Context: an optimization exercise on an open-source flow, tuned for small area, a short achievable clock period and few clock cycles. The choices shown serve that exercise and are no tape-out recipe.
RTL that was checked went through simulation tests only; none was proved equivalent to the original.
For runs 2 to 5, only the layout was checked, not whether the RTL still works.
Power and IR drop assume default switching activity.

==> flow/design.v <==
module batbot_codec (
    input  wire       clk,
    input  wire       rst,           
    input  wire       rx_valid,
    input  wire [7:0] rx_data,
    input  wire       rx_last,
    output wire       rx_ready,
    output wire       tx_valid,
    output wire [7:0] tx_data,
    output wire       tx_last,
    input  wire       tx_ready,
    input  wire [3:0] enc_a,
    input  wire [3:0] enc_b
);
    localparam RB   = 5;             
    localparam RCAP = 25;            
    localparam FB   = 2;             
    localparam FDEP = 4;             
    localparam [1:0] T_ERR = 2'd0, T_SHORT = 2'd1, T_ANGLE = 2'd2, T_ECHO = 2'd3;
    function [15:0] crc_table;
        input [7:0] index;
        integer b;
        reg [15:0] c;
        begin
            c = {index, 8'h00};
            for (b = 0; b < 8; b = b + 1)
                c = c[15] ? ((c << 1) ^ 16'h8005) : (c << 1);
            crc_table = c;
        end
    endfunction
    function [15:0] crc_update;
        input [15:0] accum;
        input [7:0]  data;
        begin
            crc_update = {accum[7:0], 8'h00} ^ crc_table(accum[15:8] ^ data);
        end
    endfunction
    function [15:0] quad_delta;
        input [3:0] index;
        begin
            case (index)
                4'd1, 4'd7, 4'd8, 4'd14:  quad_delta = 16'hFFFF;
                4'd2, 4'd4, 4'd11, 4'd13: quad_delta = 16'h0001;
                default:                  quad_delta = 16'h0000;
            endcase
        end
    endfunction
    function [RB-1:0] rinc;
        input [RB-1:0] p;
        rinc = (p == RCAP - 1) ? {RB{1'b0}} : p + 1'b1;
    endfunction
    reg        rx_ready_r;
    reg        in_v;
    reg  [7:0] in_d;
    reg        in_last;
    assign rx_ready = rx_ready_r;
    wire take = rx_valid & rx_ready_r;
    reg  [2:0]  pos;         
    reg  [4:0]  cnt;         
    reg         bad;         
    reg  [4:0]  flen;
    reg  [7:0]  fid;
    reg  [2:0]  fop;
    reg         op_bad;
    reg         np_ok;
    reg         is_echo;
    reg  [15:0] crc;
    reg         crc_hi_ok;
    reg  [7:0]    ring [0:RCAP-1];
    reg  [RB-1:0] wp, cp, rp;            
    reg  [RB:0]   rcnt;                  
    reg  [RB:0]   ccnt;                  
    wire          ring_full = (rcnt == RCAP);
    wire          rd_ring;
    reg  [1:0]  f_typ [0:FDEP-1];
    reg  [9:0]  f_inf [0:FDEP-1];
    reg  [FB:0] f_cnt;
    wire        f_full = (f_cnt == FDEP);
    wire        f_has  = (f_cnt != 0);
    wire p_param  = (pos == 3'd5) && (cnt >= 5'd3);
    wire p_write  = p_param && is_echo && !bad;
    wire stall    = (in_last && f_full) || (p_write && ring_full);
    wire consume  = in_v && !stall;
    wire done     = consume && in_last;
    wire fr_ok    = !bad && (pos >= 3'd3) && (cnt == 5'd1);
    wire crc_ok   = crc_hi_ok && (in_d == crc[7:0]);
    wire id_bad   = (fid[7:2] != 6'd0);
    wire [2:0] status = !crc_ok ? 3'd3 : op_bad ? 3'd2 : id_bad ? 3'd4 : !np_ok ? 3'd5 : 3'd0;
    wire ok       = crc_ok && !op_bad && !id_bad && np_ok;
    wire push     = done && fr_ok;
    wire commit   = push && ok && is_echo;
    wire wr_ring  = consume && p_write;
    wire discard  = done && !commit;
    wire        setzero;
    wire [1:0]  setzero_id;
    reg  [1:0]  ep [0:3];
    reg  [1:0]  ph [0:3];
    reg  [3:0]  ev_up, ev_dn;        
    reg  [15:0] ticks [0:3];
    integer i;
    always @(posedge clk) begin
        for (i = 0; i < 4; i = i + 1) begin
            ep[i] <= {enc_a[i], enc_b[i]};
            if (rst || (setzero && setzero_id == i)) begin
                ph[i]    <= 2'b00;
                ev_up[i] <= 1'b0;
                ev_dn[i] <= 1'b0;
                ticks[i] <= 16'd0;
            end else begin
                ev_up[i] <= 1'b0;
                ev_dn[i] <= 1'b0;
                if ({enc_a[i], enc_b[i]} != ep[i]) begin
                    ph[i]    <= {enc_a[i], enc_b[i]};
                    ev_up[i] <= (quad_delta({ph[i], enc_a[i], enc_b[i]}) == 16'h0001);
                    ev_dn[i] <= (quad_delta({ph[i], enc_a[i], enc_b[i]}) == 16'hFFFF);
                end
                if (ev_up[i] | ev_dn[i])
                    ticks[i] <= ticks[i] + {{15{ev_dn[i]}}, 1'b1};
            end
        end
    end
    wire [15:0] crc_in  = (pos == 3'd2) ? 16'h0000 : crc;
    wire [15:0] crc_nx  = crc_update(crc_in, in_d);
    reg         np_calc;
    always @(*) begin
        case (in_d)
            8'd0:    np_calc = 1'b1;
            8'd1:    np_calc = (flen == 5'd4);
            8'd2:    np_calc = (flen == 5'd4);
            8'd3:    np_calc = (flen == 5'd5);
            8'd4:    np_calc = (flen == 5'd10);
            8'd5:    np_calc = (flen == 5'd4);
            8'd6:    np_calc = (flen == 5'd6);
            default: np_calc = 1'b0;
        endcase
    end
    wire [2:0]  pos_n = done ? 3'd0 : (pos == 3'd5) ? pos : pos + 3'd1;
    wire [4:0]  cnt_n = (pos == 3'd2) ? in_d[4:0] : (cnt != 5'd0) ? cnt - 5'd1 : cnt;
    wire        in_v_n    = take | (in_v & ~consume);
    wire        in_last_n = take ? rx_last : in_last;
    wire        f_full_n  = f_full | ((f_cnt == FDEP - 1) & push);
    wire        hold_n    = in_v_n & in_last_n & f_full_n;
    wire        r_full_n  = ring_full | ((rcnt == RCAP - 1) & wr_ring);
    wire        echo_pn   = consume ? ((pos == 3'd4) ? (in_d == 8'd0) : (pos == 3'd5) & is_echo & (cnt_n >= 5'd3))
                                    : (pos == 3'd5) & is_echo & (cnt >= 5'd3);
    wire        rblk_n    = echo_pn & r_full_n;
    wire [RB:0] rcnt_p = rcnt + 1'b1;
    wire [RB:0] rcnt_m = rcnt - 1'b1;
    wire [RB:0] ccnt_m = ccnt - 1'b1;
    wire [RB:0] rcnt_a = discard ? ccnt   : wr_ring ? rcnt_p : rcnt;
    wire [RB:0] rcnt_r = discard ? ccnt_m : wr_ring ? rcnt   : rcnt_m;
    wire [RB:0] ccnt_a = commit ? (wr_ring ? rcnt_p : rcnt) : ccnt;
    wire [RB:0] ccnt_r = commit ? (wr_ring ? rcnt : rcnt_m) : ccnt_m;
    always @(posedge clk) begin
        if (rst) begin
            in_v       <= 1'b0;
            rx_ready_r <= 1'b0;
            pos        <= 3'd0;
            bad        <= 1'b0;
            wp         <= 0;
            cp         <= 0;
            rcnt       <= 0;
            ccnt       <= 0;
        end else begin
            in_v       <= in_v_n;
            rx_ready_r <= ~hold_n & ~rblk_n;
            if (consume) begin
                pos <= pos_n;
                case (pos)
                    3'd0: bad <= (in_d != 8'hFF);
                    3'd1: bad <= bad | (in_d != 8'h00);
                    3'd2: bad <= bad | (in_d < 8'd4) | (in_d > 8'd29);
                    default: if (cnt == 5'd0) bad <= 1'b1;
                endcase
                if (done) bad <= 1'b0;
            end
            if (discard)
                wp <= cp;
            else if (wr_ring)
                wp <= rinc(wp);
            if (commit)
                cp <= wr_ring ? rinc(wp) : wp;
            rcnt <= rd_ring ? rcnt_r : rcnt_a;
            ccnt <= rd_ring ? ccnt_r : ccnt_a;
        end
        if (take) begin
            in_d    <= rx_data;
            in_last <= rx_last;
        end
        if (consume) begin
            cnt <= cnt_n;
            if (pos == 3'd2)
                flen <= in_d[4:0];
            if (pos == 3'd2 || (pos >= 3'd3 && cnt >= 5'd3))
                crc <= crc_nx;
            if (cnt == 5'd2)
                crc_hi_ok <= (in_d == crc[15:8]);
            if (pos == 3'd3)
                fid <= in_d;
            if (pos == 3'd4) begin
                fop     <= in_d[2:0];
                op_bad  <= (in_d > 8'd6);
                is_echo <= (in_d == 8'd0);
                np_ok   <= np_calc;
            end
        end
        if (wr_ring)
            ring[wp] <= in_d;
    end
    wire        pop;
    wire [1:0]  push_typ = !ok ? T_ERR : is_echo ? T_ECHO : (fop == 3'd2) ? T_ANGLE : T_SHORT;
    wire [1:0]  st2      = status[2] ? {1'b1, status[0]} : {1'b0, status[0]};
    wire [9:0]  push_inf = !ok ? {st2, fid} : is_echo ? {3'd0, flen, fid[1:0]} :
                           {5'd0, fop, fid[1:0]};
    integer k;
    always @(posedge clk) begin
        if (rst)
            f_cnt <= 0;
        else if (pop)
            f_cnt <= push ? f_cnt : f_cnt - 1'b1;
        else if (push)
            f_cnt <= f_cnt + 1'b1;
        for (k = 0; k < FDEP - 1; k = k + 1) begin
            if (pop) begin
                if (push && f_cnt == k + 1) begin
                    f_typ[k] <= push_typ;
                    f_inf[k] <= push_inf;
                end else begin
                    f_typ[k] <= f_typ[k + 1];
                    f_inf[k] <= f_inf[k + 1];
                end
            end else if (push && f_cnt == k) begin
                f_typ[k] <= push_typ;
                f_inf[k] <= push_inf;
            end
        end
        if (!pop && push && f_cnt == FDEP - 1) begin
            f_typ[FDEP - 1] <= push_typ;
            f_inf[FDEP - 1] <= push_inf;
        end
    end
    reg         tx_valid_r;
    reg  [7:0]  tx_data_r;
    reg         tx_last_r;
    reg  [2:0]  tp;              
    reg  [4:0]  tleft;           
    reg  [15:0] tcrc;
    reg         tc_in;           
    reg         tc_first;        
    assign tx_valid = tx_valid_r;
    assign tx_data  = tx_data_r;
    assign tx_last  = tx_last_r;
    wire [1:0]  h_typ  = f_typ[0];
    wire [9:0]  h_inf  = f_inf[0];
    wire        h_echo = (h_typ == T_ECHO);
    wire        h_ang  = (h_typ == T_ANGLE);
    wire [7:0]  h_id   = (h_typ == T_ERR) ? h_inf[7:0] : {6'd0, h_inf[1:0]};
    wire [4:0]  h_len  = h_echo ? h_inf[6:2] : h_ang ? 5'd6 : 5'd5;
    wire        h_body = (tp == 3'd5);
    wire        h_crch = h_body && (tleft == 5'd2);
    wire        h_last = h_body && (tleft == 5'd1);
    wire        h_ring = h_echo && h_body && (tleft >= 5'd3);
    wire        h_wait;
    wire [15:0] tcrc_nx = crc_update(tc_first ? 16'h0000 : tcrc, tx_data_r);
    reg         dbusy;
    reg  [1:0]  dph;             
    reg  [1:0]  did_r;
    reg  [2:0]  dcnt;
    reg         dneg;
    reg  [7:0]  drem;
    reg  [11:0] dq;
    wire        cand_head = f_has && (tp == 3'd0) && h_ang;
    wire        cand_next = (f_cnt >= 2) && (tp != 3'd0) && (f_typ[1] == T_ANGLE);
    wire        dgo       = !dbusy && (cand_head || cand_next);
    wire [1:0]  did       = cand_head ? h_inf[1:0] : f_inf[1][1:0];
    wire [15:0] tsel = {drem[3:0], dq};
    wire [15:0] tu   = tsel[15] ? ~tsel : tsel;
    wire [19:0] x18  = {tu, 4'd0} + {3'd0, tu, 1'b0} + (tsel[15] ? 20'd18 : 20'd0);
    wire [10:0] b2   = {1'b0, drem, dq[11], dq[10]};
    wire [10:0] s1   = b2 - 11'd175;
    wire [10:0] s2   = b2 - 11'd350;
    wire [10:0] s3   = b2 - 11'd525;
    wire        ge1  = !s1[10];
    wire        ge2  = !s2[10];
    wire        ge3  = !s3[10];
    wire [7:0]  rnx  = ge3 ? s3[7:0] : ge2 ? s2[7:0] : ge1 ? s1[7:0] : b2[7:0];
    wire [1:0]  qd   = ge3 ? 2'd3 : ge2 ? 2'd2 : ge1 ? 2'd1 : 2'd0;
    wire [15:0] vout = dneg ? (16'd0 - {4'd0, dq}) : {4'd0, dq};
    assign h_wait = h_ang && h_body && (tleft == 5'd4) && (!dbusy || dph != 2'd2 || dcnt != 3'd0);
    reg  [7:0]  tbyte;
    always @(*) begin
        case (tp)
            3'd0: tbyte = 8'hFF;
            3'd1: tbyte = 8'h00;
            3'd2: tbyte = {3'd0, h_len};
            3'd3: tbyte = h_id;
            3'd4: tbyte = (h_typ == T_ERR) ? 8'h01 : (h_typ == T_SHORT) ? {5'd0, h_inf[4:2]} :
                          h_ang ? 8'h02 : 8'h00;
            default: tbyte = (tleft == 5'd2) ? tcrc_nx[15:8] :
                             (tleft == 5'd1) ? tcrc[7:0] :
                             h_echo ? ring[rp] :
                             h_ang ? ((tleft == 5'd4) ? vout[15:8] : vout[7:0]) :
                             (h_typ == T_ERR) ? {5'd0, h_inf[9], ~h_inf[9], h_inf[8]} : 8'h00;
        endcase
    end
    wire can  = f_has && !h_wait;
    wire adv  = !tx_valid_r || tx_ready;
    wire load = adv && can;
    assign pop     = load && h_last;
    assign rd_ring = load && h_ring;
    assign setzero    = f_has && (tp == 3'd0) && (h_typ == T_SHORT) && (h_inf[4:2] == 3'd5);
    assign setzero_id = h_inf[1:0];
    always @(posedge clk) begin
        if (rst) begin
            dbusy <= 1'b0;
            dph   <= 2'd0;
        end else begin
            if (dgo) begin
                dbusy <= 1'b1;
                dph   <= 2'd3;
                did_r <= did;
            end else if (dph == 2'd3) begin
                dph   <= 2'd1;
                {drem, dq} <= {4'd0, ticks[did_r]};
            end else if (dph == 2'd1) begin
                dph   <= 2'd2;
                drem  <= x18[19:12];
                dq    <= x18[11:0];
                dneg  <= tsel[15];
                dcnt  <= 3'd6;
            end else if (dcnt != 3'd0) begin
                drem  <= rnx;
                dq    <= {dq[9:0], qd};
                dcnt  <= dcnt - 3'd1;
            end
            if (load && h_ang && h_body && (tleft == 5'd3))
                dbusy <= 1'b0;
        end
    end
    always @(posedge clk) begin
        if (rst) begin
            tx_valid_r <= 1'b0;
            tp         <= 3'd0;
            rp         <= 0;
            tc_in      <= 1'b0;
        end else begin
            if (adv)
                tx_valid_r <= can;
            if (load) begin
                tx_data_r <= tbyte;
                tx_last_r <= h_last;
                tc_in     <= ((tp >= 3'd2) && (tp <= 3'd4)) || (h_body && (tleft >= 5'd3));
                tc_first  <= (tp == 3'd2);
                if (tc_in)
                    tcrc <= tcrc_nx;
                if (tp == 3'd4)
                    tleft <= h_len - 5'd2;
                else if (h_body)
                    tleft <= tleft - 5'd1;
                if (h_last)
                    tp <= 3'd0;
                else if (!h_body)
                    tp <= tp + 3'd1;
                if (h_ring)
                    rp <= rinc(rp);
            end
        end
    end
endmodule
==> flow/flow/run.sh <==
#!/bin/bash
# The standard layout, with two changes to how it is made:
#  - the port buffers are buf_4 cells
#  - repair_timing aims for more setup slack than the standard flow does
set -euo pipefail
bash standard.sh \
  "BUFFER_PORTS_ARGS=-buffer_cell sky130_fd_sc_hd__buf_4" \
  SETUP_SLACK_MARGIN=${MARGIN:-7.0} \
  finish > standard.log 2>&1
==> flow/standard.sh <==
#!/bin/bash
# synth_recipe.tcl (not shown) runs the flow's synth.tcl, then flattens the netlist and writes it again
# the make line also repeats each setting of config.mk as NAME=value (left out here)
make -C /OpenROAD-flow-scripts/flow DESIGN_CONFIG=/design/flow/config.mk WORK_HOME=/design/flow/orfs CLKGATE_MAP_FILE= SYNTH_SCRIPT=/design/flow/synth_recipe.tcl "${@:-finish}"
==> flow/config.mk <==
export PLATFORM = sky130hd
export DESIGN_NAME = batbot_codec
export DESIGN_NICKNAME = batbot_codec
export VERILOG_FILES = /design/flow/design.v
export SDC_FILE = /design/flow/constraint.sdc
export NUM_CORES = 4
export LEC_CHECK = 0
export CAP_MARGIN = 20
export CORE_MARGIN = 2
export CORE_UTILIZATION = 65
export CTS_BUF_LIST = sky130_fd_sc_hd__clkbuf_16
export CTS_CLUSTER_DIAMETER = 60
export CTS_CLUSTER_SIZE = 22
export PLACE_DENSITY = 0.8
export SLEW_MARGIN = 20
==> flow/constraint.sdc <==
create_clock -name core_clock -period 10.0 [get_ports {clk}]
set_input_delay 2.0000 -clock core_clock [delete_from_list [all_inputs] [get_ports {clk}]]
set_output_delay 2.0000 -clock core_clock [all_outputs]
set_load 0.01 [all_outputs]
==> qor.yml, run 1 <==
critPathMaxFanout: 2
path_clk_slew_ns: 0.07
status: "timing/DRC/antenna clean"
final_nets: 2676
dr.pass1.iters: 6
final_hold_viol_count: 0
min_period_over_period_pct: 31.7
wl_per_cell_um: 21.9
max_freq_ghz: 0.316
layout_commonest_cell: "edfxtp_1"
synth-edff-count: 330
drt_iter0_drc: 2324
drv_slew: 0
cp_slowest_cell: "edfxtp_1"
worst_slew_pin_slew_ns: 1.08
synth_cell_types: 92
numCtsBuffers: 37
crit_family: "flip-flops"
synth_nets: 2606
h-tree-depth: 2
clk_path_buf_depth: 3
die_h_um: 208
final_layout_size_suffix_gt1_share_pct: 18.1
cp.required_ns: 8.00
finalPower_mw: 5.80
grt_max_degree: 50
clock_skew_ns: 0.0288
yosysWarnings: 6
die-area_um2: 43100
std_cell_rows: 74
slew_headroom_pct: 27.5
syn_area_per_cell_um2: 11.1
final_core_util_pct: 74.6
dpl.hpwl_um: 43200
period_needed_ns: 3.17
yosys_register_bits: 492
drt_wl_total_um: 67200
worst-setup-path-type: "reg -> out"
slowest_delay_ns: 0.44
start_util_pct: 65.9
rsz0062_at_grt: "true"
dp.cells: 2911
end_kind: "output pin"
final_cell_mix: "edfxtp_1, nor2_1, nand2_1"
mappedNetlistArea_um2: 26900
place_congestion: 0.926
critPathBufInv: 1
grt_pass1_wl_um: 103000
gr-usage-all-layers_pct: 29.7
p_per_area_nw_per_um2: 190
antennaDiodeCount: 0
dpl_cell_area_um2: 27600
clk_latency_ns: 0.60
final_area_um2: 30500
clock-root-buffer: "clkbuf_16"
critPathArrivalTime_ns: 1.17
synthCells: 2431
cts_tree: "built"
maxCapViolations: 0
io_pins: 32
route.detailed.drc: 0
grt-ovfl-total: 0
antenna_found_initial: 1
fp.dieW_um: 208
grt_pass1_vias: 19000
cts_sinks: 492
synthArstFlopShare_pct: 0
vias_per_cell: 6.54
numPortBuffers: 31
finalSetupViolCount: 0
stdcell_count: 3062
synth_seq_area_share_pct: 48.8
ys.flop_type: "edfxtp_1"
detail-route-antenna-nets: 0
area_growth_pct: 13.2
vdd_drop_max_v: 0.000216
core_um2: 40800
p_leak_nw: 10.9
hold_path_class: "reg -> reg"
vias: 20000
setup.worst_path.start_class: "flop"
tns_ns: 0
cp_cell_sequence: "buf_6"
what timing repair did:
action | CTS | global route
resized for setup | 119 | 92
gates cloned | 1 | 5
pin swaps | 31 | 44
setup buffers | 41 | 36
hold buffers | 0 | 0
setup endpoints to repair | 339 | 231
through the flow:
step	setup slack, ns	hold slack [ns]
2_1_floorplan	6.32	0.436
3_3_place_gp	5.53	0.441
3_5_place_dp	5.45	0.452
4_1_cts	6.81	0.471
5_1_grt	6.71	0.498
6_report	6.83	0.475
sequential cells by signal (all words and copies together), names as in the netlist, 6 cells and up, named ones only:
register   count
ticks         64
ccnt           6
tx_data_r      8
ph             8
tcrc          16
ep             8
crc           16
dq            12
drem           8
rcnt           6
f_typ          8
ring         200
fid            8
in_d           8
f_inf         40
area by class of cell:
cell class	instances	area [um2]
clock buffer	38	951
clock inverter	30	317
fill	2523	10400
inverter	97	384
multi-input combinational	1744	13800
sequential	492	13200
tap	532	666
timing repair buffer	129	1150
synth_stat cells, types with 6 or more instances:
master,instances,area [um2]
or2_2,13,81.3
a21oi_1,167,836
o21a_1,15,113
a211oi_1,47,353
xnor2_1,132,1160
buf_2,22,110
a31oi_1,22,138
nor4_1,9,56.3
or3_1,25,156
nor2_1,223,837
o31ai_1,20,150
dfxtp_1,162,3240
mux4_2,76,1710
edfxtp_1,330,9910
mux2i_1,47,470
nand3_1,51,255
clkbuf_1,61,229
xor2_1,69,604
o21bai_1,7,52.6
o22ai_1,18,113
nand2b_1,19,119
or4_1,7,52.6
mux2_2,18,203
inv_1,95,357
a211o_1,9,78.8
a21o_1,20,150
and3_1,13,81.3
nor2b_1,32,200
and2_1,19,119
nor3b_1,8,60.1
buf_4,6,45.0
o211ai_1,25,188
nor3_1,65,325
nand4_1,11,68.8
ha_1,150,1880
o21ai_1,16,80.1
buf_1,9,33.8
nand3b_1,7,52.6
a21boi_0,6,45.0
nand2_1,200,751
o21ai_0,81,405
cell families (layout without fill, tap and decap cells):
kind of cell             Yosys count  in the layout  synth area share, %
adder cells (fa/ha/maj)          154            154                 7.27
AO/OA/AOI/OAI                    509            509                 12.0
multiplexers                     141            141                 8.86
flip-flops                       492            492                 48.8
AND/OR/NAND/NOR                  733            736                 13.2
buffers and inverters            198            294                 3.03
XOR/XNOR                         204            204                 6.79
final timing paths:
check	slack, ns	cells after the start	startpoint	endpoint
worst min-delay path	0.47	2	ticks[1][9]$_SDFFE_PP0P_	ticks[1][9]$_SDFFE_PP0P_
worst max register to register	6.88	12	drem[3]$_DFFE_PP_	drem[5]$_SDFFCE_PP0P_
worst min register to register	0.47	2	ticks[1][9]$_SDFFE_PP0P_	ticks[1][9]$_SDFFE_PP0P_
worst max-delay path	6.83	1	tx_data_r[7]$_DFFE_PP_	tx_data[7]
layer usage:
metal | vias to the layer above | track usage (%) | wire length [um]
met1 | 9761 | 41.8 | 27100
met3 | 154 | 4.51 | 5940
met2 | 985 | 47.9 | 32200
met4 | 2 | 9.24 | 1920
li1 | 9109 | - | -
met5 | - | 0 | 13
where the power goes:
group          internal, mW  leakage, nW  switching, mW
logic                 0.881         5.97           1.01
registers              2.23         4.32         0.0949
clock network         0.766        0.642          0.809
total                  3.88         10.9           1.92
Testbench counts, summed over its fixed seeds: cycles 17,791.
==> run 2: changes to the inputs <==
--- a/flow/design.v
+++ b/flow/design.v
@@ -264,7 +264,6 @@
     wire [15:0] tcrc_nx = crc_update(tc_first ? 16'h0000 : tcrc, tx_data_r);
     reg         dbusy;
     reg  [1:0]  dph;             
-    reg  [1:0]  did_r;
     reg  [2:0]  dcnt;
     reg         dneg;
     reg  [7:0]  drem;
@@ -317,11 +316,8 @@
         end else begin
             if (dgo) begin
                 dbusy <= 1'b1;
-                dph   <= 2'd3;
-                did_r <= did;
-            end else if (dph == 2'd3) begin
                 dph   <= 2'd1;
-                {drem, dq} <= {4'd0, ticks[did_r]};
+                {drem, dq} <= {4'd0, ticks[did]};
             end else if (dph == 2'd1) begin
                 dph   <= 2'd2;
                 drem  <= x18[19:12];
==> run 2 against run 1 <==
  * Critical path type is now reg -> reg
  * Largest cell class unchanged
  * Worst setup slack worse by 0.071 ns
  * Cell count down 1.1%
  * Still clean
  * Utilization down 0.79 points
  * Synthesized area down 1.8%
  * Final area down 3.3%
  * Power down 16%
==> qor.yml, run 2 <==
largest_reg_flops: 200
combPwrFrac_pct: 23.4
critPathArrivalTime_ns: 3.53
whs_ns: 0.477
final_nets: 2647
top_register: "ring"
p_per_area_nw_per_um2: 165
min_period_over_period_pct: 32.4
grt_pass1_wl_um: 98800
top_regs: "ring x200, ticks x64, f_inf x40"
cts_sinks: 490
worst-setup-path-type: "reg -> reg"
io_pins: 32
die_h_um: 206
power.switching_mw: 1.46
p_int_mw: 3.42
cts_tree: "built"
hold_path_class: "reg -> reg"
synth_cell_types: 84
startpoint: "drem[3]$_DFFE_PP_"
maxCapViolations: 0
fp.dieW_um: 206
start_util_pct: 66.2
dr.pass1.iters: 6
vias: 19300
synth_area_leaders: "edfxtp_1, dfxtp_1, ha_1, mux4_2, xnor2_1"
synth_nets: 2592
finalSetupViolCount: 0
final_layout_size_suffix_gt1_share_pct: 16.5
ys_top_cells_by_count: "edfxtp_1, nor2_1, nand2_1, a21oi_1, dfxtp_1"
max_freq_ghz: 0.309
final_core_util_pct: 73.9
numPortBuffers: 31
dpl.hpwl_um: 41400
grt_pass1_vias: 18400
vias_per_cell: 6.37
r2r_slack_ns: 6.76
detail-route-antenna-nets: 0
place_congestion: 0.921
final_cell_mix: "edfxtp_1, nand2_1, nor2_1"
yosys_register_bits: 490
r2r_cells: 13
drv_slew: 0
clock_skew_ns: 0.0377
syn_area_per_cell_um2: 10.9
slew_headroom_pct: 29.5
numCtsBuffers: 35
seq_area_um2: 13100
die-area_um2: 42300
p_leak_nw: 10.8
setup.worst_path.start_class: "flop"
critPathMaxFanout: 13
period_needed_ns: 3.24
power_switching_share_pct: 29.9
r2r_start: "drem[3]$_DFFE_PP_"
grt_max_degree: 51
seqPwrFrac_pct: 47.2
endpoint: "drem[5]$_SDFFCE_PP0P_"
synth_seq_area_share_pct: 49.5
status: "timing/DRC/antenna clean"
area_growth_pct: 11.6
wl_per_cell_um: 21.3
route.detailed.drc: 0
clkPwrFrac_pct: 29.4
clk_latency_ns: 0.58
cp.required_ns: 10.29
yosysWarnings: 6
std_cell_rows: 73
worst_slew_pin_slew_ns: 1.06
synthCells: 2424
tns_ns: 0
synth.most_common_cell: "edfxtp_1"
synthArstFlopShare_pct: 0
timing.rr.end: "drem[5]$_SDFFCE_PP0P_"
final_hold_viol_count: 0
end_kind: "flop"
antenna_found_initial: 0
drt_iter0_drc: 2072
clock-root-buffer: "clkbuf_16"
rsz0062_at_grt: "true"
multiInputGateArea_um2: 13200
synth_top_area_share_pct: 37.3
final_area_um2: 29500
h-tree-depth: 2
synth-edff-count: 328
core_um2: 39900
yosys.area.top_type: "edfxtp_1"
layout_commonest_cell: "edfxtp_1"
grt-ovfl-total: 0
ys.flop_type: "edfxtp_1"
vdd_drop_max_v: 0.000117
drt_wl_total_um: 64400
path_clk_slew_ns: 0.07
clk_path_buf_depth: 3
mappedNetlistArea_um2: 26400
gr-usage-all-layers_pct: 30.0
nFillCells: 2577
dpl_cell_area_um2: 27100
-- run 2: changes by cell type after synthesis, sizes merged, moves of 17 or more --
cell,delta
nand2,+48
a21oi,+37
o21ai,+17
clkbuf,+21
o31ai,-17
nor3,-23
nor2,+28
nand3,-24
-- run 2: cell type report --
class                      instances  share of cell area (%)
inverter                          83                    1.13
multi-input combinational       1744                    44.7
sequential                       490                    44.5
tap                              525                    2.23
antenna                            1                 0.00849
clock inverter                    25                   0.658
clock buffer                      36                    3.06
timing repair buffer             125                    3.73
-- run 2: power by group through the flow --
stage                     clock [mW]  sequential, mW  combinational [mW]
after floorplan                    0            2.31               0.824
final                           1.43            2.31                1.14
after CTS                       1.44            2.30                1.08
after global placement             0            2.34               0.945
after detailed placement           0            2.35               0.987
after global routing            1.50            2.31                1.25
-- run 2: cell families (layout without fill, tap and decap cells) --
group | count (synthesis) | count (layout) | share of synthesized area (%)
other cells | 0 | 1 | 0
flops | 490 | 490 | 49.5
buf+inv | 197 | 269 | 3.12
mux | 120 | 120 | 8.14
simple gates | 742 | 748 | 12.9
xor+xnor | 223 | 223 | 7.44
fa+ha+maj | 147 | 147 | 7.07
compound gates | 505 | 506 | 11.7
-- run 2: routing by layer --
metal	GRT usage, %	up-vias	wire length, um
met2	51.2	942	31600
met3	4.78	134	5540
li1	-	8897	-
met4	7.35	0	1350
met5	0	-	0
met1	40.3	9336	25900
-- run 2: timing repair --
item / 4_1_cts / 5_1_grt
setup endpoints to repair: 247 / 309
resized for setup: 67 / 79
pin swaps: 22 / 18
setup buffers: 44 / 28
hold buffers: 0 / 0
cloned: 5 / 3
-- run 2: worst max-delay path, cell delays in order, from the launching register on --
cell,delay (ns)
edfxtp_1,0.43
buf_4,0.17
bufbuf_16,0.28
o22ai_2,0.17
ha_1,0.27
buf_4,0.16
a311oi_2,0.25
buf_4,0.16
a211oi_2,0.07
o31a_1,0.28
or3_1,0.34
a31oi_2,0.21
xnor2_1,0.14
nor2_1,0.05
-- run 2: worst min-delay path by stage --
stage / from / end / slack, ns / depth (start not counted)
after floorplan: ticks[1][11]$_SDFFE_PP0P_ / ticks[1][11]$_SDFFE_PP0P_ / 0.45 / 2
after global placement: ticks[2][4]$_SDFFE_PP0P_ / ticks[2][4]$_SDFFE_PP0P_ / 0.46 / 2
after detailed placement: ticks[2][4]$_SDFFE_PP0P_ / ticks[2][4]$_SDFFE_PP0P_ / 0.47 / 2
after CTS: ticks[2][4]$_SDFFE_PP0P_ / ticks[2][4]$_SDFFE_PP0P_ / 0.48 / 2
after global routing: ticks[2][12]$_SDFFE_PP0P_ / ticks[2][12]$_SDFFE_PP0P_ / 0.50 / 2
final: ticks[2][4]$_SDFFE_PP0P_ / ticks[2][4]$_SDFFE_PP0P_ / 0.48 / 2
-- run 2: stage by stage --
step           worst slack (ns)  total power, mW  instances
4_1_cts                    6.80             4.82       2997
3_5_place_dp               5.57             3.34       2887
3_3_place_gp               5.59             3.29       2887
5_1_grt                    6.65             5.07       3028
2_1_floorplan              6.45             3.13       2424
6_report                   6.76             4.88       3029
==> run 3: changes to the inputs <==
--- a/flow/flow/run.sh
+++ b/flow/flow/run.sh
@@ -5,5 +5,5 @@
 set -euo pipefail
 bash standard.sh \
   "BUFFER_PORTS_ARGS=-buffer_cell sky130_fd_sc_hd__buf_4" \
-  SETUP_SLACK_MARGIN=${MARGIN:-7.0} \
+  SETUP_SLACK_MARGIN=${MARGIN:-6.85} \
   finish > standard.log 2>&1
--- a/flow/config.mk
+++ b/flow/config.mk
@@ -7,9 +7,9 @@
 export LEC_CHECK = 0
 export CAP_MARGIN = 20
 export CORE_MARGIN = 2
-export CORE_UTILIZATION = 65
+export CORE_UTILIZATION = 50
 export CTS_BUF_LIST = sky130_fd_sc_hd__clkbuf_16
 export CTS_CLUSTER_DIAMETER = 60
 export CTS_CLUSTER_SIZE = 22
-export PLACE_DENSITY = 0.8
+export PLACE_DENSITY = 0.65
 export SLEW_MARGIN = 20
==> run 3 against run 2 <==
  * Still clean on timing, DRC and antenna
  * Combinational power barely moved
  * Sequential power barely moved
  * Sequential share of layout area barely moved
  * Synthesized cell count did not move
  * Register-to-register slack got worse by 0.08 ns
  * Clock skew rose by 0.0033 ns
  * Clock power rose by 17%
==> qor.yml, run 3 <==
synth_area_leaders: "edfxtp_1, dfxtp_1, ha_1, mux4_2, xnor2_1"
clock_skew_ns: 0.0410
min_period_over_period_pct: 33.2
rsz0062_at_grt: "true"
vdd_drop_max_v: 0.000127
status: "timing/DRC/antenna clean"
vias: 18200
worst-setup-path-type: "reg -> reg"
setup_slack_ns: 6.68
fp.dieW_um: 234
synth_nets: 2592
antennaDiodeCount: 0
numPortBuffers: 31
grt_pass1_vias: 17400
dr.pass1.iters: 5
clock-root-buffer: "clkbuf_16"
final_nets: 2626
clk_latency_ns: 0.60
ys_top_cells_by_count: "edfxtp_1, nor2_1, nand2_1, a21oi_1, dfxtp_1"
area_growth_pct: 11.5
die-area_um2: 54700
p_leak_nw: 10.7
largest_reg_flops: 200
grt-ovfl-total: 0
die_h_um: 234
detail-route-antenna-nets: 0
grt_max_degree: 51
cp.required_ns: 10.32
pre_cts_slack_ns: 5.56
hold_buffers: 0
start_util_pct: 50.4
worst_slew_pin_slew_ns: 1.10
path_clk_slew_ns: 0.07
final_cell_mix: "edfxtp_1, nand2_1, nor2_1"
clk_path_buf_depth: 3
yosysWarnings: 6
top_register: "ring"
syn_area_per_cell_um2: 10.9
muxShareOfSynthArea_pct: 8.14
synth_cell_types: 84
antenna_found_initial: 0
drv_slew: 0
layout_commonest_cell: "edfxtp_1"
tns_ns: 0
std_cell_rows: 84
max_freq_ghz: 0.301
numCtsBuffers: 39
maxCapViolations: 0
yosys.area.top_type: "edfxtp_1"
end_kind: "flop"
final_core_util_pct: 56.2
synth_xor_area_share_pct: 7.44
yosys_register_bits: 490
top_regs: "ring x200, ticks x64, f_inf x40"
critPathArrivalTime_ns: 3.63
route.detailed.drc: 0
dpl.hpwl_um: 40500
synth_top_area_share_pct: 37.3
wl_per_cell_um: 19.2
synth_compound_area_share_pct: 11.7
synth_seq_area_share_pct: 49.5
p_per_area_nw_per_um2: 172
finalSetupViolCount: 0
critPathMaxFanout: 13
cpMostUsedCell: "ha_1"
synth.most_common_cell: "edfxtp_1"
hold_path_class: "reg -> reg"
cp_slowest_cell: "edfxtp_1"
drt_wl_total_um: 61000
synthArstFlopShare_pct: 0
cp_cell_sequence: "buf_4, bufbuf_16, xor2_1, ha_1, ha_1, o21ai_0, nand2b_1, inv_1, a211oi_2, o31a_1, or3_1, a31oi_1, xnor2_1, nor2_1"
synth_top_family_by_area: "simple AND/OR/NAND/NOR gates"
gr-usage-all-layers_pct: 22.1
period_needed_ns: 3.32
slew_headroom_pct: 25.7
drt_iter0_drc: 1511
mappedNetlistArea_um2: 26400
synth-edff-count: 328
core_um2: 52400
io_pins: 32
grt_pass1_wl_um: 95300
ys.flop_type: "edfxtp_1"
synth-simple-area-share_pct: 12.9
r2r_slack_ns: 6.68
synthCells: 2424
synth-adder-area-share_pct: 7.07
final_layout_size_suffix_gt1_share_pct: 15.1
setup.worst_path.start_class: "flop"
cts_tree: "built"
final_hold_viol_count: 0
cts_sinks: 490
slowest_delay_ns: 0.44
h-tree-depth: 2
vias_per_cell: 5.74
place_congestion: 0.900
-- run 3: cell count changes in the layout (fill, tap and decap cells not counted), moves of 3 or more --
cell | previous run | this run
a21oi_1 | 194 | 199
a21oi_2 | 9 | 4
buf_4 | 102 | 85
buf_6 | 16 | 13
clkbuf_16 | 36 | 42
inv_6 | 3 | 9
nor2_2 | 12 | 23
nor2_4 | 18 | 5
-- run 3: per-layer routing --
metal	routed length [um]	vias to the layer above	global-route usage, %
li1	-	8842	-
met1	28300	8911	31.7
met2	28600	419	36.0
met3	2920	76	2.64
met4	1200	0	5.30
met5	0	-	0
-- run 3: cell type report --
| class | instances | area (um2) |
|---|---|---|
| clock inverter | 30 | 325 |
| tap | 688 | 861 |
| fill | 4351 | 23000 |
| multi-input combinational | 1741 | 12900 |
| timing repair buffer | 103 | 897 |
| inverter | 83 | 317 |
| clock buffer | 42 | 1050 |
| sequential | 490 | 13100 |
-- run 3: timing repair --
item,4_1_cts,5_1_grt
endpoints found under the setup margin,134,303
resized for setup,33,61
pin swaps,12,10
gates cloned,4,1
setup buffers,30,20
-- run 3: worst paths after layout --
kind / startpoint / to / depth (start not counted)
worst min register to register: ticks[2][8]$_SDFFE_PP0P_ / ticks[2][8]$_SDFFE_PP0P_ / 2
worst max register to register: drem[3]$_DFFE_PP_ / drem[5]$_SDFFCE_PP0P_ / 14
worst max-delay path: drem[3]$_DFFE_PP_ / drem[5]$_SDFFCE_PP0P_ / 14
worst min-delay path: ticks[2][8]$_SDFFE_PP0P_ / ticks[2][8]$_SDFFE_PP0P_ / 2
-- run 3: logic make-up (layout without fill, tap and decap cells) --
| family | after synthesis | count (layout) |
|---|---|---|
| adders and majority gates | 147 | 147 |
| and+or+nand+nor | 742 | 745 |
| xor gates and xnor gates | 223 | 223 |
| AOI/OAI and AO/OA | 505 | 506 |
| DFF | 490 | 490 |
| muxes | 120 | 120 |
| buffers and inverters | 197 | 258 |
-- run 3: stage by stage --
stage	instance area (um2)	power, mW	cells	hold WS (ns)
global placement	27300	3.30	3050	0.458
floorplan	26600	3.12	2424	0.445
detailed placement	27300	3.32	3050	0.465
CTS	29100	5.06	3156	0.476
finish	29500	5.08	3177	0.476
global route	29500	5.32	3177	0.503
-- run 3: worst max-delay path, delay by kind of cell, from the launching register on --
family                     cells  cell delay (ns)
buffers and inverters          3             0.53
AOI/OAI and AO/OA              4             0.64
xor gates and xnor gates       2             0.28
DFF                            1             0.44
and+or+nand+nor                3             0.49
adders and majority gates      2             0.68
-- run 3: power by group --
part	leakage [nW]	total [mW]	switching [mW]	internal (mW)
Clock	0.686	1.67	0.818	0.854
Sequential	4.27	2.30	0.0835	2.22
Combinational	5.75	1.11	0.613	0.493
==> run 4: changes to the inputs <==
--- a/flow/design.v
+++ b/flow/design.v
@@ -264,6 +264,7 @@
     wire [15:0] tcrc_nx = crc_update(tc_first ? 16'h0000 : tcrc, tx_data_r);
     reg         dbusy;
     reg  [1:0]  dph;             
+    reg  [1:0]  did_r;
     reg  [2:0]  dcnt;
     reg         dneg;
     reg  [7:0]  drem;
@@ -272,7 +273,7 @@
     wire        cand_next = (f_cnt >= 2) && (tp != 3'd0) && (f_typ[1] == T_ANGLE);
     wire        dgo       = !dbusy && (cand_head || cand_next);
     wire [1:0]  did       = cand_head ? h_inf[1:0] : f_inf[1][1:0];
-    wire [15:0] tsel = {drem[3:0], dq};
+    wire [15:0] tsel = ticks[did_r];
     wire [15:0] tu   = tsel[15] ? ~tsel : tsel;
     wire [19:0] x18  = {tu, 4'd0} + {3'd0, tu, 1'b0} + (tsel[15] ? 20'd18 : 20'd0);
     wire [10:0] b2   = {1'b0, drem, dq[11], dq[10]};
@@ -316,9 +317,9 @@
         end else begin
             if (dgo) begin
                 dbusy <= 1'b1;
-                dph   <= 2'd1;
-                {drem, dq} <= {4'd0, ticks[did]};
-            end else if (dph == 2'd1) begin
+                dph   <= 2'd3;
+                did_r <= did;
+            end else if (dph == 2'd3) begin
                 dph   <= 2'd2;
                 drem  <= x18[19:12];
                 dq    <= x18[11:0];
==> run 4 against run 3 <==
  * Hold slack worse by 0.011 ns
  * Largest cell class unchanged
  * Clock power is essentially flat
  * Worst setup slack worse by 0.041 ns
==> qor.yml, run 4 <==
worst-setup-path-type: "reg -> reg"
syn_area_per_cell_um2: 11.1
synth_top_area_share_pct: 37.3
detail-route-antenna-nets: 0
final_nets: 2604
synth_area_leaders: "edfxtp_1, dfxtp_1, ha_1, mux4_2, xnor2_1"
clk_path_buf_depth: 3
layout_commonest_cell: "edfxtp_1"
final_layout_size_suffix_gt1_share_pct: 15.4
clock_skew_ns: 0.0322
drt_wl_total_um: 61200
std_cell_rows: 84
clock-root-buffer: "clkbuf_16"
top_regs: "ring x200, ticks x64, f_inf x40"
synth_compound_area_share_pct: 11.8
min_period_over_period_pct: 33.6
gr-usage-all-layers_pct: 21.9
synthCells: 2398
place_congestion: 0.885
top_register: "ring"
ys.flop_type: "edfxtp_1"
cp_slowest_cell: "mux4_2"
maxCapViolations: 0
grt_pass1_vias: 17800
worst_slew_pin_slew_ns: 0.955
synth_cell_types: 96
dpl_cell_area_um2: 27600
cp_cell_sequence: "mux4_2, buf_6, xor2_2, ha_4, ha_4, a21o_1, a41oi_4, o21ai_2, a221o_1, a31oi_1, o32ai_1"
setup_slack_ns: 6.64
path_clk_slew_ns: 0.09
finalSetupViolCount: 0
synth-edff-count: 330
drt_iter0_drc: 1269
cp.required_ns: 10.30
yosys.area.top_type: "edfxtp_1"
dr.pass1.iters: 7
drv_slew: 0
ys_top_cells_by_count: "edfxtp_1, nor2_1, nand2_1, dfxtp_1, a21oi_1"
h-tree-depth: 2
antenna_found_initial: 0
route.detailed.drc: 0
wl_per_cell_um: 19.4
io_pins: 32
synth-simple-area-share_pct: 13.2
cts_sinks: 492
antennaDiodeCount: 0
yosys_register_bits: 492
die-area_um2: 55000
vias: 18600
dpl.hpwl_um: 41400
cts_tree: "built"
tns_ns: 0
p_per_area_nw_per_um2: 154
muxShareOfSynthArea_pct: 8.58
stdcell_count: 3160
final_area_um2: 29700
synth_top_family_by_area: "simple AND/OR/NAND/NOR gates"
synth_xor_area_share_pct: 6.96
whs_ns: 0.465
slew_headroom_pct: 35.8
numCtsBuffers: 41
vias_per_cell: 5.87
final_cell_mix: "edfxtp_1, nand2_1, nor2_1"
cpMostUsedCell: "ha_4"
hold_path_class: "reg -> reg"
synth_seq_area_share_pct: 49.5
area_growth_pct: 11.8
rsz0062_at_grt: "true"
synth.most_common_cell: "edfxtp_1"
die_h_um: 235
grt_pass1_wl_um: 98000
critPathArrivalTime_ns: 3.66
setup.worst_path.start_class: "flop"
synthArstFlopShare_pct: 0
period_needed_ns: 3.36
largest_reg_flops: 200
numPortBuffers: 31
mappedNetlistArea_um2: 26600
p_leak_nw: 10.6
clk_latency_ns: 0.58
pre_cts_slack_ns: 5.51
core_um2: 52600
dp.cells: 3033
finalPower_mw: 4.58
synth-adder-area-share_pct: 6.79
final_hold_viol_count: 0
start_util_pct: 50.6
max_freq_ghz: 0.298
end_kind: "flop"
final_core_util_pct: 56.6
fp.dieW_um: 235
grt-ovfl-total: 0
vdd_drop_max_v: 0.000137
status: "timing/DRC/antenna clean"
critPathMaxFanout: 5
yosysWarnings: 6
r2r_slack_ns: 6.64
synth_nets: 2561
slowest_delay_ns: 0.67
grt_max_degree: 51
-- run 4: changes by cell type after synthesis, moves of 11 or more --
cell      before  now
a211oi_1      28   40
clkbuf_1      82   62
a31oi_1       22   33
inv_1         81   98
nand3_1       28   46
xnor2_1      147  129
o31ai_1        2   20
nand2_1      248  206
a21oi_1      202  147
a21o_1        35   24
nor2_1       251  220
and3_1        14   26
-- run 4: layout make-up --
type / instances / area [um2]
clock buffer: 43 / 1080
clock inverter: 31 / 305
fill: 4370 / 22800
inverter: 101 / 384
multi-input combinational: 1707 / 13100
sequential: 492 / 13200
tap: 688 / 861
timing repair buffer: 98 / 841
-- run 4: repair_timing --
item / CTS / global route
setup buffers: 30 / 19
pin swaps: 10 / 19
setup endpoints to repair: 351 / 137
gates resized for setup: 42 / 46
cloned: 3 / 1
hold buffers: 0 / 0
-- run 4: logic make-up (layout without fill, tap and decap cells) --
| family | count (synthesis) | in the layout |
|---|---|---|
| compound gates | 497 | 497 |
| xor+xnor | 203 | 203 |
| fa+ha+maj | 142 | 142 |
| buf+inv | 203 | 273 |
| flops | 492 | 492 |
| mux | 132 | 134 |
| simple gates | 729 | 731 |
-- run 4: critical path: cells and delay by family (launching register included) --
| kind | cells | cell delay [ns] |
|---|---|---|
| compound gates | 6 | 1.13 |
| xor+xnor | 1 | 0.17 |
| fa+ha+maj | 2 | 0.49 |
| buf+inv | 1 | 0.17 |
| flops | 1 | 0.46 |
| mux | 1 | 0.67 |
-- run 4: layer usage --
layer	up-vias	global-route usage (%)	wire, um
met1	9062	30.7	28000
met4	0	5.91	1430
met5	-	0	0
met3	96	2.49	2710
li1	8940	-	-
met2	462	36.2	29100
-- run 4: worst paths after layout --
kind / start / cells past startpoint / endpoint
worst max-delay path: did_r[0]$_DFFE_PP_ / 11 / drem[3]$_DFFE_PP_
worst min register to register: cp[4]$_SDFFE_PP0P_ / 2 / cp[4]$_SDFFE_PP0P_
worst max register to register: did_r[0]$_DFFE_PP_ / 11 / drem[3]$_DFFE_PP_
worst min-delay path: cp[4]$_SDFFE_PP0P_ / 2 / cp[4]$_SDFFE_PP0P_
-- run 4: power breakdown --
group / internal (mW) / switching [mW]
Clock: 0.845 / 0.817
Combinational: 0.261 / 0.342
Sequential: 2.23 / 0.0854
Total: 3.34 / 1.24
==> run 5: changes to the inputs <==
--- a/flow/config.mk
+++ b/flow/config.mk
@@ -10,6 +10,6 @@
 export CORE_UTILIZATION = 50
 export CTS_BUF_LIST = sky130_fd_sc_hd__clkbuf_16
 export CTS_CLUSTER_DIAMETER = 60
-export CTS_CLUSTER_SIZE = 22
+export CTS_CLUSTER_SIZE = 32
 export PLACE_DENSITY = 0.65
 export SLEW_MARGIN = 20
==> run 5 against run 4 <==
  * Non-clock buffer count increased by 1
  * Clock-buffer cell count shrank 1
  * Flip-flop and latch count unchanged
  * Critical endpoint unchanged
  * Register-to-register slack barely moved
  * Fmax hardly changed
  * Power grew 0.78%
==> qor.yml, run 5 <==
whs_ns: 0.464
cp.required_ns: 10.31
final_core_util_pct: 56.6
ys.flop_type: "edfxtp_1"
status: "timing/DRC/antenna clean"
synth_nets: 2561
cp_slowest_cell: "mux4_2"
path_clk_slew_ns: 0.10
synth_area_leaders: "edfxtp_1, dfxtp_1, ha_1, mux4_2, xnor2_1"
ys_top_cells_by_count: "edfxtp_1, nor2_1, nand2_1, dfxtp_1, a21oi_1"
antenna_found_initial: 0
io_pins: 32
synthArstFlopShare_pct: 0
largest_reg_flops: 200
clkPwrFrac_pct: 36.8
synth_compound_area_share_pct: 11.8
synthCells: 2398
top_register: "ring"
power.switching_mw: 1.28
vias_per_cell: 5.87
h-tree-depth: 2
vdd_drop_max_v: 0.000193
top_regs: "ring x200, ticks x64, f_inf x40"
core_um2: 52600
tns_ns: 0
syn_area_per_cell_um2: 11.1
critPathMaxFanout: 5
std_cell_rows: 84
rsz0062_at_grt: "true"
drt_wl_total_um: 61000
end_kind: "flop"
max_freq_ghz: 0.298
synth-adder-area-share_pct: 6.79
synth_cell_types: 96
synth_top_area_share_pct: 37.3
synth_seq_area_share_pct: 49.5
route.detailed.drc: 0
slew_headroom_pct: 38.6
gr-usage-all-layers_pct: 21.9
dpl.hpwl_um: 41400
drt_iter0_drc: 1327
antennaDiodeCount: 0
min_period_over_period_pct: 33.6
clk_path_buf_depth: 3
clock_skew_ns: 0.0372
power_switching_share_pct: 27.6
critPathBufInv: 1
yosysWarnings: 6
vias: 18600
nFillCells: 4366
cts_tree: "built"
cts_sinks: 492
finalPower_mw: 4.62
pre_cts_slack_ns: 5.51
clock-root-buffer: "clkbuf_16"
clk_latency_ns: 0.60
fp.dieW_um: 235
worst_slew_pin_slew_ns: 0.913
die-area_um2: 55000
worst-setup-path-type: "reg -> reg"
final_cell_mix: "edfxtp_1, nand2_1, nor2_1"
maxCapViolations: 0
setup_slack_ns: 6.64
p_per_area_nw_per_um2: 155
muxShareOfSynthArea_pct: 8.58
crit_family: "compound AO/OA/AOI/OAI gates"
hold_path_class: "reg -> reg"
yosys.area.top_type: "edfxtp_1"
wl_per_cell_um: 19.3
start_util_pct: 50.6
seqPwrFrac_pct: 50.2
detail-route-antenna-nets: 0
numCtsBuffers: 40
dr.pass1.iters: 5
grt_pass1_vias: 17800
area_growth_pct: 11.9
die_h_um: 235
place_congestion: 0.885
combPwrFrac_pct: 13.0
mappedNetlistArea_um2: 26600
grt_pass1_wl_um: 97900
cp_cell_sequence: "mux4_2, buf_6, xor2_2, ha_4, ha_4, a21o_1, a41oi_4, o21ai_2, a221o_1, a31oi_1, o32ai_1"
critPathArrivalTime_ns: 3.66
p_int_mw: 3.34
cpMostUsedCell: "ha_4"
synth_top_family_by_area: "simple AND/OR/NAND/NOR gates"
synth_xor_area_share_pct: 6.96
drv_slew: 0
grt-ovfl-total: 0
synth-simple-area-share_pct: 13.2
final_hold_viol_count: 0
yosys_register_bits: 492
setup.worst_path.start_class: "flop"
grt_max_degree: 51
layout_commonest_cell: "edfxtp_1"
finalSetupViolCount: 0
slowest_delay_ns: 0.67
p_leak_nw: 10.7
numPortBuffers: 31
period_needed_ns: 3.36
synth.most_common_cell: "edfxtp_1"
final_layout_size_suffix_gt1_share_pct: 15.4
synth-edff-count: 330
final_nets: 2604
-- run 5: per-stage QoR --
step                      std cells  cell area (um2)
after floorplan                2398            26900
after global placement         3033            27600
after detailed placement       3033            27600
after CTS                      3140            29400
after global routing           3161            29800
final                          3161            29800
-- run 5: power by group through the flow --
stage	Sequential, mW	Combinational [mW]	Clock (mW)
global placement	2.36	0.555	0
floorplan	2.32	0.467	0
detailed placement	2.36	0.571	0
finish	2.32	0.602	1.70
global route	2.33	0.676	1.80
CTS	2.32	0.589	1.73
-- run 5: layer usage --
layer,wire [um],up-vias,track usage [%]
li1,-,8940,-
met1,27800,9078,30.5
met2,29000,463,36.3
met3,2910,89,2.73
met4,1370,0,5.77
met5,0,-,0
-- run 5: worst paths after layout --
check / end / startpoint / cells past startpoint / slack, ns
setup / recovery: drem[3]$_DFFE_PP_ / did_r[0]$_DFFE_PP_ / 11 / 6.64
hold / removal: cp[4]$_SDFFE_PP0P_ / cp[4]$_SDFFE_PP0P_ / 2 / 0.46
setup reg to reg: drem[3]$_DFFE_PP_ / did_r[0]$_DFFE_PP_ / 11 / 6.64
hold reg to reg: cp[4]$_SDFFE_PP0P_ / cp[4]$_SDFFE_PP0P_ / 2 / 0.46
-- run 5: layout make-up --
| class | instances | area [um2] | area share [%] |
|---|---|---|---|
| well taps | 688 | 861 | 2.89 |
| clock buffers | 42 | 1050 | 3.53 |
| inverters | 101 | 384 | 1.29 |
| flip-flops and latches | 492 | 13200 | 44.3 |
| multi-input cells | 1707 | 13100 | 44.0 |
| repair buffers | 99 | 848 | 2.85 |
| clock inverters | 32 | 358 | 1.20 |
-- run 5: worst reg2reg max path, stage by stage (launching register included) --
cell and delay, ns:
edfxtp_1 0.46, mux4_2 0.67, buf_6 0.17, xor2_2 0.17
ha_4 0.28, ha_4 0.21, a21o_1 0.20, a41oi_4 0.26
o21ai_2 0.11, a221o_1 0.34, a31oi_1 0.14, o32ai_1 0.09
-- run 5: timing repair --
action / CTS / global route
buffers inserted: 30 / 20
setup endpoints to repair: 353 / 136
hold buffers: 0 / 0
pin swaps: 10 / 19
resized for setup: 42 / 44
gates cloned: 3 / 1
-- run 5: cell families after synthesis --
family	count (synthesis)
AO/OA/AOI/OAI	497
XOR/XNOR	203
adder cells (fa/ha/maj)	142
buffers and inverters	203
flip-flops	492
multiplexers	132
AND/OR/NAND/NOR	729
==> run 6: changes to the inputs <==
--- a/flow/design.v
+++ b/flow/design.v
@@ -273,7 +273,7 @@
     wire        cand_next = (f_cnt >= 2) && (tp != 3'd0) && (f_typ[1] == T_ANGLE);
     wire        dgo       = !dbusy && (cand_head || cand_next);
     wire [1:0]  did       = cand_head ? h_inf[1:0] : f_inf[1][1:0];
-    wire [15:0] tsel = ticks[did_r];
+    wire [15:0] tsel = {drem[3:0], dq};
     wire [15:0] tu   = tsel[15] ? ~tsel : tsel;
     wire [19:0] x18  = {tu, 4'd0} + {3'd0, tu, 1'b0} + (tsel[15] ? 20'd18 : 20'd0);
     wire [10:0] b2   = {1'b0, drem, dq[11], dq[10]};
@@ -320,6 +320,9 @@
                 dph   <= 2'd3;
                 did_r <= did;
             end else if (dph == 2'd3) begin
+                dph   <= 2'd1;
+                {drem, dq} <= {4'd0, ticks[did_r]};
+            end else if (dph == 2'd1) begin
                 dph   <= 2'd2;
                 drem  <= x18[19:12];
                 dq    <= x18[11:0];
--- a/flow/config.mk
+++ b/flow/config.mk
@@ -9,7 +9,7 @@
 export CORE_MARGIN = 2
 export CORE_UTILIZATION = 50
 export CTS_BUF_LIST = sky130_fd_sc_hd__clkbuf_16
-export CTS_CLUSTER_DIAMETER = 60
+export CTS_CLUSTER_DIAMETER = 110
 export CTS_CLUSTER_SIZE = 32
 export PLACE_DENSITY = 0.65
 export SLEW_MARGIN = 20
==> run 6 against run 5 <==
  * Global-route usage is 0.24 points higher
  * Clock power shrank 38%
  * Critical endpoint is now tx_data[0]
  * Worst setup slack improved by 0.16 ns
  * Non-clock buffer count down 17
  * Largest cell class is now multi-input gates
  * Sequential share of layout area increased by 0.72 points
  * Largest power group unchanged
==> qor.yml, run 6 <==
yosys.area.top_type: "edfxtp_1"
clock_skew_ns: 0.0220
p_leak_nw: 10.3
die-area_um2: 55700
final_cell_mix: "edfxtp_1, nor2_1, nand2_1"
grt-ovfl-total: 0
final_area_um2: 29300
layout_commonest_cell: "edfxtp_1"
worst_slew_pin_slew_ns: 1.03
slew_headroom_pct: 30.9
start_util_pct: 50.3
stdcell_count: 3145
r2r_cells: 6
area_growth_pct: 8.73
synth_seq_area_share_pct: 48.8
final_hold_viol_count: 0
final_core_util_pct: 54.7
fp.dieW_um: 236
hold_path_class: "reg -> reg"
die_h_um: 236
top_regs: "ring x200, ticks x64, f_inf x40"
clock-root-buffer: "clkbuf_16"
final_layout_size_suffix_gt1_share_pct: 13.3
mappedNetlistArea_um2: 26900
tns_ns: 0
synth_top_area_share_pct: 36.8
core_um2: 53500
std_cell_rows: 85
dpl_cell_area_um2: 27800
io_pins: 32
top_register: "ring"
largest_reg_flops: 200
dp.cells: 3077
crit_cells: 1
cp_slowest_cell: "edfxtp_1"
drt_wl_total_um: 62900
clk_latency_ns: 0.58
end_kind: "output pin"
cp_cell_sequence: "buf_6"
synthArstFlopShare_pct: 0
worst-setup-path-type: "reg -> out"
syn_area_per_cell_um2: 11.1
grt_max_degree: 50
grt_pass1_vias: 17900
min_path_cells: 2
crit_family: "flip-flops"
setup.worst_path.start_class: "flop"
synth-edff-count: 330
grt_pass1_wl_um: 99100
antenna_found_initial: 0
p_per_area_nw_per_um2: 171
max_freq_ghz: 0.313
critPathMaxFanout: 2
cts_sinks: 492
wirelength_met1_um: 28000
vdd_drop_max_v: 0.000177
wl_met3_um: 2250
synth_nets: 2606
yosys_register_bits: 492
yosysWarnings: 6
slowest_delay_ns: 0.46
numCtsBuffers: 20
detail-route-antenna-nets: 0
ys.flop_type: "edfxtp_1"
cp.required_ns: 8.00
synthCells: 2431
vias: 18600
wl_met2_um: 31300
finalSetupViolCount: 0
rsz0062_at_grt: "true"
path_clk_slew_ns: 0.12
antennaDiodeCount: 0
min_period_over_period_pct: 31.9
dpl.hpwl_um: 43000
synth_cell_types: 92
critPathBufInv: 1
clk_path_buf_depth: 3
maxCapViolations: 0
vias_per_cell: 5.93
dr.pass1.iters: 5
drt_iter0_drc: 1536
cts_tree: "built"
synth.most_common_cell: "edfxtp_1"
final_nets: 2610
synth_area_leaders: "edfxtp_1, dfxtp_1, ha_1, mux4_2, xnor2_1"
numPortBuffers: 31
h-tree-depth: 1
wl_per_cell_um: 20.0
place_congestion: 0.884
route.detailed.drc: 0
critPathArrivalTime_ns: 1.19
drv_slew: 0
dr.max_layer_used: "met4"
finalPower_mw: 5.00
ys_top_cells_by_count: "edfxtp_1, nor2_1, nand2_1, a21oi_1, dfxtp_1"
gr-usage-all-layers_pct: 22.1
period_needed_ns: 3.19
status: "timing/DRC/antenna clean"
run 6: cell count changes in the layout (fill, tap and decap cells not counted), sizes merged, moves of 8 or more:
cell	before	now
a31oi	33	22
a21oi	147	167
ha	138	150
clkbuf	42	22
a211o	2	10
and3	26	13
nor3	55	67
buf	99	81
inv	123	108
o21ai	117	98
run 6: worst paths after layout:
kind / startpoint / to / slack (ns)
setup / recovery: tx_data_r[0]$_DFFE_PP_ / tx_data[0] / 6.81
hold / removal: cp[3]$_SDFFE_PP0P_ / cp[3]$_SDFFE_PP0P_ / 0.47
setup reg to reg: pos[0]$_SDFFE_PP0P_ / ring[9][6]$_DFFE_PP_ / 6.84
hold reg to reg: cp[3]$_SDFFE_PP0P_ / cp[3]$_SDFFE_PP0P_ / 0.47
run 6: cell type report:
| class | count | area, um2 |
|---|---|---|
| inverters | 97 | 369 |
| clock buffers | 21 | 526 |
| fillers | 4509 | 24200 |
| flip-flops and latches | 492 | 13200 |
| well taps | 696 | 871 |
| multi-input cells | 1742 | 13500 |
| clock inverters | 15 | 108 |
| repair buffers | 82 | 743 |
run 6: power breakdown:
part	internal, mW	leakage, nW	switching, mW
Combinational	0.736	5.69	0.886
Clock	0.401	0.344	0.649
Sequential	2.23	4.32	0.0945
run 6: repair_timing:
| item | in CTS | in global routing |
|---|---|---|
| setup endpoints to repair | 216 | 300 |
| pin swaps | 4 | 20 |
| resized for setup | 38 | 75 |
| hold buffers | 0 | 0 |
| buffers inserted | 20 | 9 |
| gates cloned | 0 | 2 |
run 6: routing by layer:
metal  up-vias  global-route usage (%)
li1       8956                       -
met1      9237                    30.1
met2       383                    38.5
met3        67                    2.08
met4         0                    4.83
met5         -                       0
run 6: logic make-up after synthesis:
group	share of synthesized area, %
buf+inv	3.03
simple gates	13.2
flops	48.8
xor+xnor	6.79
compound gates	12.0
mux	8.86
fa+ha+maj	7.27
run 6: metrics by stage:
| stage | worst slack, ns | hold slack [ns] |
|---|---|---|
| after floorplan | 6.32 | 0.436 |
| after global placement | 5.49 | 0.445 |
| after detailed placement | 5.44 | 0.452 |
| after CTS | 6.72 | 0.469 |
| after global routing | 6.67 | 0.500 |
| final | 6.81 | 0.471 |
run 6: tightest hold or removal path, cell delays in order, from the launching register on:
cell and delay (ns):
dfxtp_1 0.33, nand2_1 0.05, a21oi_1 0.06
Testbench counts of run 6, summed over its fixed seeds: cycles 17,791.
==> run 7: changes to the inputs <==
--- a/flow/config.mk
+++ b/flow/config.mk
@@ -8,8 +8,8 @@
 export CAP_MARGIN = 20
 export CORE_MARGIN = 2
 export CORE_UTILIZATION = 50
-export CTS_BUF_LIST = sky130_fd_sc_hd__clkbuf_16
-export CTS_CLUSTER_DIAMETER = 110
-export CTS_CLUSTER_SIZE = 32
+export CTS_BUF_LIST = sky130_fd_sc_hd__clkbuf_8
+export CTS_CLUSTER_DIAMETER = 45
+export CTS_CLUSTER_SIZE = 18
 export PLACE_DENSITY = 0.65
 export SLEW_MARGIN = 20
==> run 7 against run 6 <==
  * Synthesized area unchanged
  * Worst setup slack worse by 0.059 ns
  * Critical path type unchanged
  * Final area up 3.1%
  * Clock skew up 0.040 ns
  * Global-route usage up 0.77 points
  * First-iteration DRC count up 0.20%
  * Highest routed layer unchanged
  * Flip-flop and latch count unchanged
  * Non-clock buffer count up 4
==> qor.yml, run 7 <==
status: "timing/DRC/antenna clean"
synth_seq_area_share_pct: 48.8
drv_slew: 0
yosys.area.top_type: "edfxtp_1"
synth_area_leaders: "edfxtp_1, dfxtp_1, ha_1, mux4_2, xnor2_1"
yosys_register_bits: 492
setup.worst_path.start_class: "flop"
power_switching_share_pct: 32.9
rsz0062_at_grt: "true"
syn_area_per_cell_um2: 11.1
ys_top_cells_by_count: "edfxtp_1, nor2_1, nand2_1, a21oi_1, dfxtp_1"
grt-ovfl-total: 0
final_cell_mix: "edfxtp_1, nand2_1, nor2_1"
slew_headroom_pct: 29.5
synth_cell_types: 92
final_hold_viol_count: 0
cp.required_ns: 8.00
finalSetupViolCount: 0
power.switching_mw: 1.87
final_layout_size_suffix_gt1_share_pct: 16.8
hold_path_class: "reg -> reg"
yosysWarnings: 6
clk_path_buf_depth: 3
critPathBufInv: 1
combPwrFrac_pct: 28.2
start_util_pct: 50.3
nFillCells: 4459
pre_cts_slack_ns: 5.44
multiInputGateArea_um2: 13500
core_um2: 53500
critPathMaxFanout: 3
period_needed_ns: 3.25
area_growth_pct: 12.1
io_pins: 32
end_kind: "output pin"
synth-edff-count: 330
numPortBuffers: 31
layout_commonest_cell: "edfxtp_1"
mappedNetlistArea_um2: 26900
ys.flop_type: "edfxtp_1"
grt_pass1_wl_um: 101000
maxCapViolations: 0
clock-root-buffer: "clkbuf_8"
fp.dieW_um: 236
tns_ns: 0
grt_max_degree: 50
place_congestion: 0.884
wl_per_cell_um: 19.8
crit_family: "flip-flops"
cp_cell_sequence: "buf_6"
h-tree-depth: 3
route.detailed.drc: 0
setup_slack_ns: 6.75
dr.pass1.iters: 6
p_int_mw: 3.81
p_leak_nw: 10.8
synth.most_common_cell: "edfxtp_1"
largest_reg_flops: 200
std_cell_rows: 85
synth_top_area_share_pct: 36.8
top_register: "ring"
p_per_area_nw_per_um2: 188
vias: 19000
synthArstFlopShare_pct: 0
worst-setup-path-type: "reg -> out"
final_nets: 2663
worst_slew_pin_slew_ns: 1.05
synth_nets: 2606
path_clk_slew_ns: 0.09
max_freq_ghz: 0.307
slowest_delay_ns: 0.46
critPathArrivalTime_ns: 1.25
drt_wl_total_um: 64200
min_period_over_period_pct: 32.5
synthCells: 2431
vias_per_cell: 5.86
seq_area_um2: 13200
dpl.hpwl_um: 43000
clock_skew_ns: 0.0623
vdd_drop_max_v: 0.000148
clkPwrFrac_pct: 30.8
top_regs: "ring x200, ticks x64, f_inf x40"
die_h_um: 236
clk_latency_ns: 0.68
cts_tree: "built"
detail-route-antenna-nets: 0
cts_sinks: 492
numCtsBuffers: 68
grt_pass1_vias: 18500
gr-usage-all-layers_pct: 22.9
drt_iter0_drc: 1539
antenna_found_initial: 1
seqPwrFrac_pct: 41.0
die-area_um2: 55700
cp_slowest_cell: "edfxtp_1"
-- run 7: layout make-up --
type	count	share of cell area [%]
clock inverters	52	1.72
flip-flops and latches	492	43.6
repair buffers	86	2.50
clock buffers	74	3.38
diodes	1	0.00829
multi-input cells	1743	44.7
inverters	97	1.22
well taps	696	2.89
-- run 7: per-layer routing --
metal | track usage (%) | vias to the layer above | wire, um | part of all wire [%]
met1 | 30.2 | 9278 | 27900 | 43
met4 | 7.39 | 0 | 1560 | 2.4
met2 | 38.9 | 510 | 31600 | 49
met3 | 3.29 | 107 | 3150 | 4.9
li1 | - | 9104 | - | -
met5 | 0 | - | 0 | 0
-- run 7: power groups by stage --
| stage | clock network, mW | registers [mW] | logic, mW |
|---|---|---|---|
| after global placement | 0 | 2.38 | 1.25 |
| after global routing | 1.87 | 2.34 | 1.76 |
| after CTS | 1.79 | 2.32 | 1.37 |
| after floorplan | 0 | 2.33 | 1.04 |
| final | 1.75 | 2.33 | 1.60 |
| after detailed placement | 0 | 2.38 | 1.29 |
-- run 7: kinds of logic (layout without fill, tap and decap cells) --
group | after synthesis | after routing | synth area share [%]
other cells | 0 | 1 | 0
fa+ha+maj | 154 | 154 | 7.27
xor+xnor | 204 | 204 | 6.79
buf+inv | 198 | 309 | 3.03
compound gates | 509 | 509 | 12.0
flops | 492 | 492 | 48.8
simple gates | 733 | 735 | 13.2
mux | 141 | 141 | 8.86
-- run 7: timing repair --
action,4_1_cts,5_1_grt
pin swaps,4,14
gates resized for setup,44,68
setup endpoints to repair,230,290
setup buffers,18,17
cloned,1,1
hold buffers,0,0
-- run 7: metrics by stage --
stage               total power [mW]  hold WS (ns)  cell area, um2  cells  utilization, %
floorplan                       3.37         0.436           27000   2431               -
global placement                3.63         0.445           27800   3077            51.9
detailed placement              3.67         0.452           27800   3077            51.9
CTS                             5.48         0.464           29700   3222            55.5
global route                    5.97         0.491           30200   3241            56.4
finish                          5.68         0.466           30200   3241            56.4
-- run 7: worst paths after layout --
check / start / cells after the start / to / slack (ns)
worst max-delay path: tx_data_r[4]$_DFFE_PP_ / 1 / tx_data[4] / 6.75
worst max register to register: pos[1]$_SDFFE_PP0P_ / 7 / ring[18][6]$_DFFE_PP_ / 6.85
worst min-delay path: cp[2]$_SDFFE_PP0P_ / 2 / cp[2]$_SDFFE_PP0P_ / 0.47
worst min register to register: cp[2]$_SDFFE_PP0P_ / 2 / cp[2]$_SDFFE_PP0P_ / 0.47

-- separate check: timing with driven ports --
How much do the figures lean on ideal ports? The routed layouts below were timed once more, with nothing changed but the port constraints.
Step 1 sets driving cells, clkbuf_16 on the clock port and buf_2 on the other inputs (assumed; they add their load-dependent delay and slew).
Step 2 adds t to the input delays and takes it off the output delays; t is the mean of the earliest and latest rising clock arrival at the registers after step 1. Input paths then give back, and output paths get back, about the clock's delay inside the block.
Slacks: no drivers / after step 1 / after step 2; pairs: no drivers / after step 1.
run | t (ns) | setup slack, ns | worst hold slack (ns) | worst setup path at the end | pins driven straight from the clock port
run 1 | 0.638 | 6.833 / 6.778 / 6.235 | 0.475 / 0.475 / 0.475 | input to register | 1
run 2 | 0.625 | 6.763 / 6.763 / 6.249 | 0.477 / 0.477 / 0.477 | input to register | 1
run 3 | 0.643 | 6.682 / 6.682 / 6.177 | 0.476 / 0.476 / 0.476 | input to register | 1
run 4 | 0.629 | 6.641 / 6.641 / 6.348 | 0.465 / 0.465 / 0.465 | input to register | 1
run 5 | 0.634 | 6.642 / 6.642 / 6.355 | 0.464 / 0.464 / 0.464 | input to register | 1
run 6 | 0.627 | 6.805 / 6.746 / 6.298 | 0.471 / 0.471 / 0.471 | input to register | 1
run 7 | 0.715 | 6.746 / 6.686 / 6.210 | 0.466 / 0.466 / 0.466 | input to register | 1
After both steps setup and hold are still met in every run listed. For run 1, which loses most, drivers alone change the setup slack by -0.055 ns; drivers and shift together by -0.598 ns.
